Context: an optimization exercise on an open-source flow, tuned for small area and a short achievable clock period. The choices shown serve that exercise and are no tape-out recipe. The RTL was checked by simulation tests, not by an equivalence proof against the original design.

== build 18 ==
Design ooo_engine, start of the top module:
module ooo_engine (
    input  logic         clk,
    input  logic         rst,
    input  logic [1:0]   tr_cnt,
    input  logic [3:0]   tr_op,
    input  logic [13:0]  tr_dst,
    input  logic [13:0]  tr_src1,
    input  logic [13:0]  tr_src2,
    output logic [1:0]   tr_pop,
    output logic [1:0]   rt_valid,
    output logic [31:0]  rt_seq,
    output logic [3:0]   rt_op,
    output logic [13:0]  rt_dst,
    output logic [13:0]  rt_src1,
    output logic [13:0]  rt_src2,
    output logic [287:0] rt_cyc,
    output logic [287:0] rt_dur,
    output logic         done,
    output logic [15:0]  cycles,
    output logic [15:0]  count
);
  localparam int RECW = 23;
  localparam int UW = 11;
  localparam int STW = 31;
  function automatic logic [2:0] latency(input logic [1:0] op);
    case (op)
      2'd0:    latency = 3'd1;
      2'd1:    latency = 3'd2;
      default: latency = 3'd5;
    endcase
  endfunction
  function automatic logic [16:0] radd(input logic [15:0] a, input logic [15:0] b, input logic ci);
    logic c;
    c = ci;
    for (int i = 0; i < 16; i++) begin
      radd[i] = a[i] ^ b[i] ^ c;
      c = (a[i] & b[i]) | (c & (a[i] ^ b[i]));
    end
    radd[16] = c;
  endfunction
  function automatic logic [7:0] add8(input logic [7:0] a, input logic [7:0] b);
    logic [16:0] t;
    t = radd({8'd0, a}, {8'd0, b}, 1'b0);
    add8 = t[7:0];
  endfunction
  function automatic logic [8:0] sub8(input logic [7:0] a, input logic [7:0] b);
    logic [16:0] t;
    t = radd({8'd0, a}, {8'd0, ~b}, 1'b1);
  ...
Size: ~7300 cells after synthesis, about 0.073 mm^2 of cells after synthesis.
export LEC_CHECK = 0
export CAP_MARGIN = 20
export CORE_MARGIN = 2
export CORE_UTILIZATION = 60
export CTS_CLUSTER_DIAMETER = 100
export CTS_CLUSTER_SIZE = 25
export SLEW_MARGIN = 20
create_clock -name core_clock -period 80.0 [get_ports {clk}]
standard.sh (not shown) runs the stock make flow with config.mk's settings and CLKGATE_MAP_FILE= SYNTH_SCRIPT=/design/flow/synth_recipe.tcl, a recipe that flattens the netlist after the stock synthesis.
==> flow/flow/run.sh <==
#!/bin/bash
# The standard layout (standard.sh) with these changes:
# - synthesis: the standard synthesis with ABC_AREA=1 and flow/area.abc as
#   ABC's area script (ORFS's scripts are copied to myscripts/ with only
#   abc_area.script replaced); the steps before ABC, and so the registers,
#   are unchanged;
# - the port buffers are the smallest buffer;
# - repair_timing is asked for a setup margin that makes it work on the
#   input-to-output paths.
# Each step's full output goes to a log here (flow_synth.log, flow_make.log);
# each ORFS step also keeps its own log under orfs/logs.
set -euo pipefail
rm -rf myscripts
cp -r "$FLOW_HOME/scripts" myscripts
cp flow/area.abc myscripts/abc_area.script
KNOBS=("BUFFER_PORTS_ARGS=-buffer_cell sky130_fd_sc_hd__buf_1" "SETUP_SLACK_MARGIN=50")
bash standard.sh synth "SCRIPTS_DIR=$PWD/myscripts" ABC_AREA=1 "${KNOBS[@]}" > flow_synth.log 2>&1
bash standard.sh finish "${KNOBS[@]}" > flow_make.log 2>&1
==> flow/flow/area.abc <==
strash
dc2
dch -f
map -a
strash
dc2
dch -f
map -a
strash
dch -f
map -a
topo
## Diff of input files: build 80 against build 18
==> flow/flow/run.sh <==
#!/bin/bash
# Standard ORFS layout (the standard.sh) with two changes: the port
# buffers are the smallest buffer, and repair_timing is asked for a setup
# margin that makes it work on the input-to-output paths. make's full output
# goes to flow_make.log here; each ORFS step also keeps its own log under
# orfs/logs.
set -euo pipefail
bash standard.sh finish \
  "BUFFER_PORTS_ARGS=-buffer_cell sky130_fd_sc_hd__buf_1" \
  SETUP_SLACK_MARGIN=50 > flow_make.log 2>&1
removed: flow/flow/area.abc
Notes after the runs:
Number of logic stages on the critical path including buffering in build 80 vs build 18: down 1. As far as number of enable flip-flop cells after synthesis goes, build 18 and build 80 are indistinguishable; the numbers are identical. Looking at layout overhead on the synthesized area, build 80 sits 3.5 points lower than build 18 does.
--- input diff build 80..build 81 ---
==> flow/flow/run.sh <==
#!/bin/bash
# The standard layout (standard.sh) with these changes:
# - synthesis: the standard synthesis with ABC_AREA=1, flow/area.abc as
#   ABC's area script, and the weakest (size 0) cells left out of ABC's
#   mapping. ORFS's scripts are copied to myscripts/ with only those two
#   things changed; the steps before ABC, and so the registers, are the same;
# - the port buffers are the smallest buffer;
# - repair_timing is asked for a setup margin that makes it work on the
#   input-to-output paths.
# Each step's full output goes to a log here (flow_synth.log, flow_make.log);
# each ORFS step also keeps its own log under orfs/logs.
set -euo pipefail
rm -rf myscripts
cp -r "$FLOW_HOME/scripts" myscripts
cp flow/area.abc myscripts/abc_area.script
sed -i 's|^set lib_dont_use_args ""$|set lib_dont_use_args "-dont_use sky130_fd_sc_hd__*_0"|' myscripts/synth_preamble.tcl
grep -q 'set lib_dont_use_args "-dont_use sky130_fd_sc_hd__\*_0"' myscripts/synth_preamble.tcl
KNOBS=("BUFFER_PORTS_ARGS=-buffer_cell sky130_fd_sc_hd__buf_1" "SETUP_SLACK_MARGIN=50")
bash standard.sh synth "SCRIPTS_DIR=$PWD/myscripts" ABC_AREA=1 "${KNOBS[@]}" > flow_synth.log 2>&1
bash standard.sh finish "${KNOBS[@]}" > flow_make.log 2>&1
==> flow/flow/area.abc (new file) <==
strash
dc2
dch -f
map -a
strash
dc2
dch -f
map -a
strash
dch -f
map -a
topo
Notes after the runs:
Clock-buffer cell count (higher): build 80. Going from build 80 to build 81, final routed wire length divided by cell count shrinks by about 0.8%. Summary of build 81 over build 80: initial core utilization now sits lower, vertical extent of the die went down, total number of cells along the worst setup path went up 1, wire length on met2 now larger.
Input changes introduced in build 78 (baseline for comparison: build 81):
- CORE_UTILIZATION: 60 -> 70
==> flow/flow/run.sh <==
#!/bin/bash
# Standard ORFS layout (the standard.sh) with two changes: the port
# buffers are the smallest buffer, and repair_timing is asked for a setup
# margin that makes it work on the input-to-output paths. make's full output
# goes to flow_make.log here; each ORFS step also keeps its own log under
# orfs/logs.
set -euo pipefail
bash standard.sh finish \
  "BUFFER_PORTS_ARGS=-buffer_cell sky130_fd_sc_hd__buf_1" \
  SETUP_SLACK_MARGIN=50 > flow_make.log 2>&1
removed: flow/flow/area.abc
[summary]
The final reports for build 78 and build 81 show post-CTS setup buffer count higher in the former. Met1 usage in global routing: build 78 vs build 81 up 4.0 points. Compared to build 81, build 78 has die width about 4% lower.


## run A
ooo_engine, a different RTL version from the one above (not shown whole).
Size in the first run: ~7700 cells after synthesis, ~1400 flip-flops, ~71000 um2 of cells after synthesis.
clock: 80.0 ns
lec_check: 0
cap_margin: 20
core_margin: 2
core_utilization: 60
cts_cluster_diameter: 100
cts_cluster_size: 25
slew_margin: 20
==> flow/flow/run.sh <==
#!/bin/bash
# The standard layout (standard.sh) with these changes:
# - synthesis: the standard synthesis with ABC_AREA=1, flow/area.abc as
#   ABC's area script, the weakest (size 0) cells left out of ABC's mapping,
#   and no full/half-adder cell extraction (ADDER_MAP_FILE empty), so ABC
#   maps all the combinational logic for area. ORFS's scripts are copied to
#   myscripts/ with only the ABC script and the dont-use list changed; the
#   registers come out the same as the standard synthesis's;
# - the port buffers are the smallest buffer;
# - repair_timing is asked for a setup margin that makes it work on the
#   input-to-output paths.
# Each step's full output goes to a log here (flow_synth.log, flow_make.log);
# each ORFS step also keeps its own log under orfs/logs.
set -euo pipefail
rm -rf myscripts
cp -r "$FLOW_HOME/scripts" myscripts
cp flow/area.abc myscripts/abc_area.script
sed -i 's|^set lib_dont_use_args ""$|set lib_dont_use_args "-dont_use sky130_fd_sc_hd__*_0"|' myscripts/synth_preamble.tcl
grep -q 'set lib_dont_use_args "-dont_use sky130_fd_sc_hd__\*_0"' myscripts/synth_preamble.tcl
KNOBS=("BUFFER_PORTS_ARGS=-buffer_cell sky130_fd_sc_hd__buf_1" "SETUP_SLACK_MARGIN=50")
bash standard.sh synth "SCRIPTS_DIR=$PWD/myscripts" ABC_AREA=1 "ADDER_MAP_FILE=" "${KNOBS[@]}" > flow_synth.log 2>&1
bash standard.sh finish "${KNOBS[@]}" > flow_make.log 2>&1
==> flow/flow/area.abc <==
strash
dc2
dch -f
map -a
strash
dc2
dch -f
map -a
strash
dch -f
map -a
topo
### run A -> run B
==> flow/flow/run.sh <==
#!/bin/bash
# The standard layout (standard.sh) with these changes:
# - synthesis: the standard synthesis with ABC_AREA=1, flow/area.abc as
#   ABC's area script, and the weakest (size 0) cells left out of ABC's
#   mapping. ORFS's scripts are copied to myscripts/ with only those two
#   things changed; the steps before ABC, and so the registers, are the same;
# - the port buffers are the smallest buffer;
# - repair_timing is asked for a setup margin that makes it work on the
#   input-to-output paths.
# Each step's full output goes to a log here (flow_synth.log, flow_make.log);
# each ORFS step also keeps its own log under orfs/logs.
set -euo pipefail
rm -rf myscripts
cp -r "$FLOW_HOME/scripts" myscripts
cp flow/area.abc myscripts/abc_area.script
sed -i 's|^set lib_dont_use_args ""$|set lib_dont_use_args "-dont_use sky130_fd_sc_hd__*_0"|' myscripts/synth_preamble.tcl
grep -q 'set lib_dont_use_args "-dont_use sky130_fd_sc_hd__\*_0"' myscripts/synth_preamble.tcl
KNOBS=("BUFFER_PORTS_ARGS=-buffer_cell sky130_fd_sc_hd__buf_1" "SETUP_SLACK_MARGIN=50")
bash standard.sh synth "SCRIPTS_DIR=$PWD/myscripts" ABC_AREA=1 "${KNOBS[@]}" > flow_synth.log 2>&1
bash standard.sh finish "${KNOBS[@]}" > flow_make.log 2>&1
--- outcome ---
The higher final critical-path share of the clock period came out of run A. Changes observed in run B relative to run A: area after synthesis rose about 2.3%; combined flip-flop and latch cell area about even. Run B — insertion delay to the later sink of the worst-skew pair 20 ps lower, run A as reference. Number of vias in the routed layout (run B over run A): decrease, 4.4%. Route | run B vs run A | wire shorter in run B. Taking run A as the reference, in run B count of pins on the block boundary comparable; floorplan die area now larger. Non-filler instance count after layout of run B falls short of that of run A by a few percent.
#### Input delta (run C over run B)
==> flow/flow/run.sh <==
#!/bin/bash
# The standard layout (standard.sh) with these changes:
# - synthesis: the standard synthesis with ABC_AREA=1, flow/area.abc as
#   ABC's area script, the weakest (size 0) cells left out of ABC's mapping,
#   and no full/half-adder cell extraction (ADDER_MAP_FILE empty), so ABC
#   maps all the combinational logic for area. ORFS's scripts are copied to
#   myscripts/ with only the ABC script and the dont-use list changed; the
#   registers come out the same as the standard synthesis's;
# - the port buffers are the smallest buffer;
# - repair_timing is asked for a setup margin that makes it work on the
#   input-to-output paths.
# Each step's full output goes to a log here (flow_synth.log, flow_make.log);
# each ORFS step also keeps its own log under orfs/logs.
set -euo pipefail
rm -rf myscripts
cp -r "$FLOW_HOME/scripts" myscripts
cp flow/area.abc myscripts/abc_area.script
sed -i 's|^set lib_dont_use_args ""$|set lib_dont_use_args "-dont_use sky130_fd_sc_hd__*_0"|' myscripts/synth_preamble.tcl
grep -q 'set lib_dont_use_args "-dont_use sky130_fd_sc_hd__\*_0"' myscripts/synth_preamble.tcl
KNOBS=("BUFFER_PORTS_ARGS=-buffer_cell sky130_fd_sc_hd__buf_1" "SETUP_SLACK_MARGIN=50")
bash standard.sh synth "SCRIPTS_DIR=$PWD/myscripts" ABC_AREA=1 "ADDER_MAP_FILE=" "${KNOBS[@]}" > flow_synth.log 2>&1
bash standard.sh finish "${KNOBS[@]}" > flow_make.log 2>&1
==> flow/flow/area.abc <==
strash
dc2
dch -f
&get -n
&nf -R 1000 -p -a
&put
strash
dch -f
&get -n
&nf -R 1000 -p -a
&put
topo
==> comparison <==
- Delta (run C minus run B): time the final worst path needs with I/O delays and setup increased 120 ps; layout-stage area growth over the synthesis result increased 0.87 points.
- Run C vs run B, total of fill cells in the finished design went down by 272.
- What run C reported for number of global-route vias before repair has to be multiplied by 1.10 to get the figure for run B.
- Run B → run C: number of placed cells counting well taps went down; final wirelength went down.
- Measured against each other, run B and run C differ in synthesized cell count, the higher figure coming from run B.
- As far as clock latency reported for the late side of the worst-skew pair is concerned, run B and run C perform about the same.
- Run C ended with less number of antenna cells inserted than run B.


== delta ==
Another version of the RTL of ooo_engine (not shown whole).
Size: ~7500 cells after synthesis, roughly 1400 flip-flops.
export LEC_CHECK = 0
export CAP_MARGIN = 20
export CORE_MARGIN = 2
export CORE_UTILIZATION = 50
export CTS_CLUSTER_SIZE = 25
export SLEW_MARGIN = 20
create_clock -name core_clock -period 80.0 [get_ports {clk}]
==> flow/flow/run.sh <==
#!/bin/bash
# Standard ORFS layout (the standard.sh) with two changes: the port
# buffers are the smallest buffer, and repair_timing is asked for a setup
# margin that makes it work on the input-to-output paths. make's full output
# goes to flow_make.log here; each ORFS step also keeps its own log under
# orfs/logs.
set -euo pipefail
bash standard.sh finish \
  "BUFFER_PORTS_ARGS=-buffer_cell sky130_fd_sc_hd__buf_1" \
  SETUP_SLACK_MARGIN=48 > flow_make.log 2>&1
delta did not stop at any stage, and its layout met the timing, design-rule and antenna checks.
Modified inputs, gamma compared to delta
- a deleted CTS_CLUSTER_SIZE that had been 25
==> comparison <==
- delta → gamma: area of the die closely matched the old numbers; fraction of the yosys area taken by sequential cells closely matched the old numbers; synthesized area closely matched the old numbers.
- delta → gamma: final RePlAce weighted congestion saw little to no change; instance count on the critical path saw little to no change.


ooo_engine, a different RTL version from the one above (not shown whole).
Size in the first run: ~7700 cells after synthesis, about 1400 flip-flops, ~740 I/O pins, ~83000 um2 of cells after synthesis.
export LEC_CHECK = 0
export CAP_MARGIN = 20
export CORE_MARGIN = 2
export CORE_UTILIZATION = 35
export SLEW_MARGIN = 20
create_clock -name core_clock -period 80.0 [get_ports {clk}]
run.sh (not shown) runs the stock make flow with config.mk's settings and CLKGATE_MAP_FILE= SYNTH_SCRIPT=/design/flow/synth_recipe.tcl, a recipe that flattens the netlist after the stock synthesis.
Stock flow here: none of the scripts above is used.
Next try:
==> flow/flow/run.sh (new file) <==
#!/bin/bash
# Standard ORFS layout (the standard.sh), with smaller, faster port
# buffers and a setup margin that makes repair_timing work on the
# input-to-output paths. make's full output goes to flow_make.log; each
# ORFS step also keeps its own log under orfs/logs.
set -euo pipefail
bash standard.sh finish \
  "BUFFER_PORTS_ARGS=-buffer_cell sky130_fd_sc_hd__buf_2" \
  SETUP_SLACK_MARGIN=47 > flow_make.log 2>&1
==> flow/standard.sh (new file) <==
#!/bin/bash
# synth_recipe.tcl (not shown) runs the flow's synth.tcl, then flattens the netlist and writes it again
# the make line also repeats each setting of config.mk as NAME=value (left out here)
make -C /OpenROAD-flow-scripts/flow DESIGN_CONFIG=/design/flow/config.mk WORK_HOME=/design/flow/orfs CLKGATE_MAP_FILE= SYNTH_SCRIPT=/design/flow/synth_recipe.tcl "${@:-finish}"
CORE_UTILIZATION = 50   (was 35)
removed: flow/run.sh
Outcome:
- final area drops by about 4%
- register-to-register slack is worse by 200 ps
- first-iteration DRC count went down by about 7%
- synthesized cell count does not change
Next try:
==> flow/run.sh (new file) <==
#!/bin/bash
# synth_recipe.tcl (not shown) runs the flow's synth.tcl, then flattens the netlist and writes it again
# the make line also repeats each setting of config.mk as NAME=value (left out here)
make -C /OpenROAD-flow-scripts/flow DESIGN_CONFIG=/design/flow/config.mk WORK_HOME=/design/flow/orfs CLKGATE_MAP_FILE= SYNTH_SCRIPT=/design/flow/synth_recipe.tcl finish
CTS_BUF_LIST = sky130_fd_sc_hd__clkbuf_4 sky130_fd_sc_hd__clkbuf_8   (was unset)
removed: flow/flow/run.sh
removed: flow/standard.sh
What happened: The changed run finished with timing, DRC and antenna clean; setup slack is worse by 1300 ps; design area went up by 2.7%; core utilization rises by 1.5 points; final cell count goes up by 1.5%; non-clock buffer count is lower by 1; fmax drops by 3.9%.

-- static timing again, ports no longer ideal --
How much do the figures lean on ideal ports? The routed layouts below were timed once more, with nothing changed but the port constraints.
Step 1: set_driving_cell puts a clkbuf_16 on clk and a buf_2 on each other input, an assumption about the parent block.
Step 2 times the ports against the registers' clock, not the clock port: input delays grow and output delays shrink by t, the midpoint of the rising clock arrivals with the driver on.
Three values: no drivers, after step 1, after step 2; two values: the first two.
run | t, ns | slack for setup (ns) | worst register clock-pin slew, ns
build 18 | 0.802 | 47.452 / 47.411 / 47.411 | 0.11 / 0.11
build 80 | 0.806 | 47.525 / 47.485 / 47.485 | 0.11 / 0.11
build 81 | 0.788 | 47.493 / 47.422 / 47.422 | 0.11 / 0.11
build 78 | 0.797 | 47.422 / 47.375 / 47.375 | 0.11 / 0.11
run A | 0.782 | 47.344 / 47.301 / 47.301 | 0.11 / 0.11
run B | 0.792 | 47.517 / 47.468 / 47.468 | 0.11 / 0.11
run C | 0.776 | 47.399 / 47.343 / 47.343 | 0.11 / 0.11
delta | 0.900 | 47.189 / 47.000 / 47.000 | 0.07 / 0.07
gamma | 0.900 | 47.189 / 47.000 / 47.000 | 0.07 / 0.07
the first run of note 4 | 0.898 | 45.465 / 45.441 / 45.441 | 0.07 / 0.07
the second run of note 4 | 0.923 | 47.169 / 47.142 / 47.142 | 0.07 / 0.07
the third run of note 4 | 1.067 | 45.825 / 45.800 / 45.800 | 0.09 / 0.09
After both steps setup and hold are still met in every run listed.
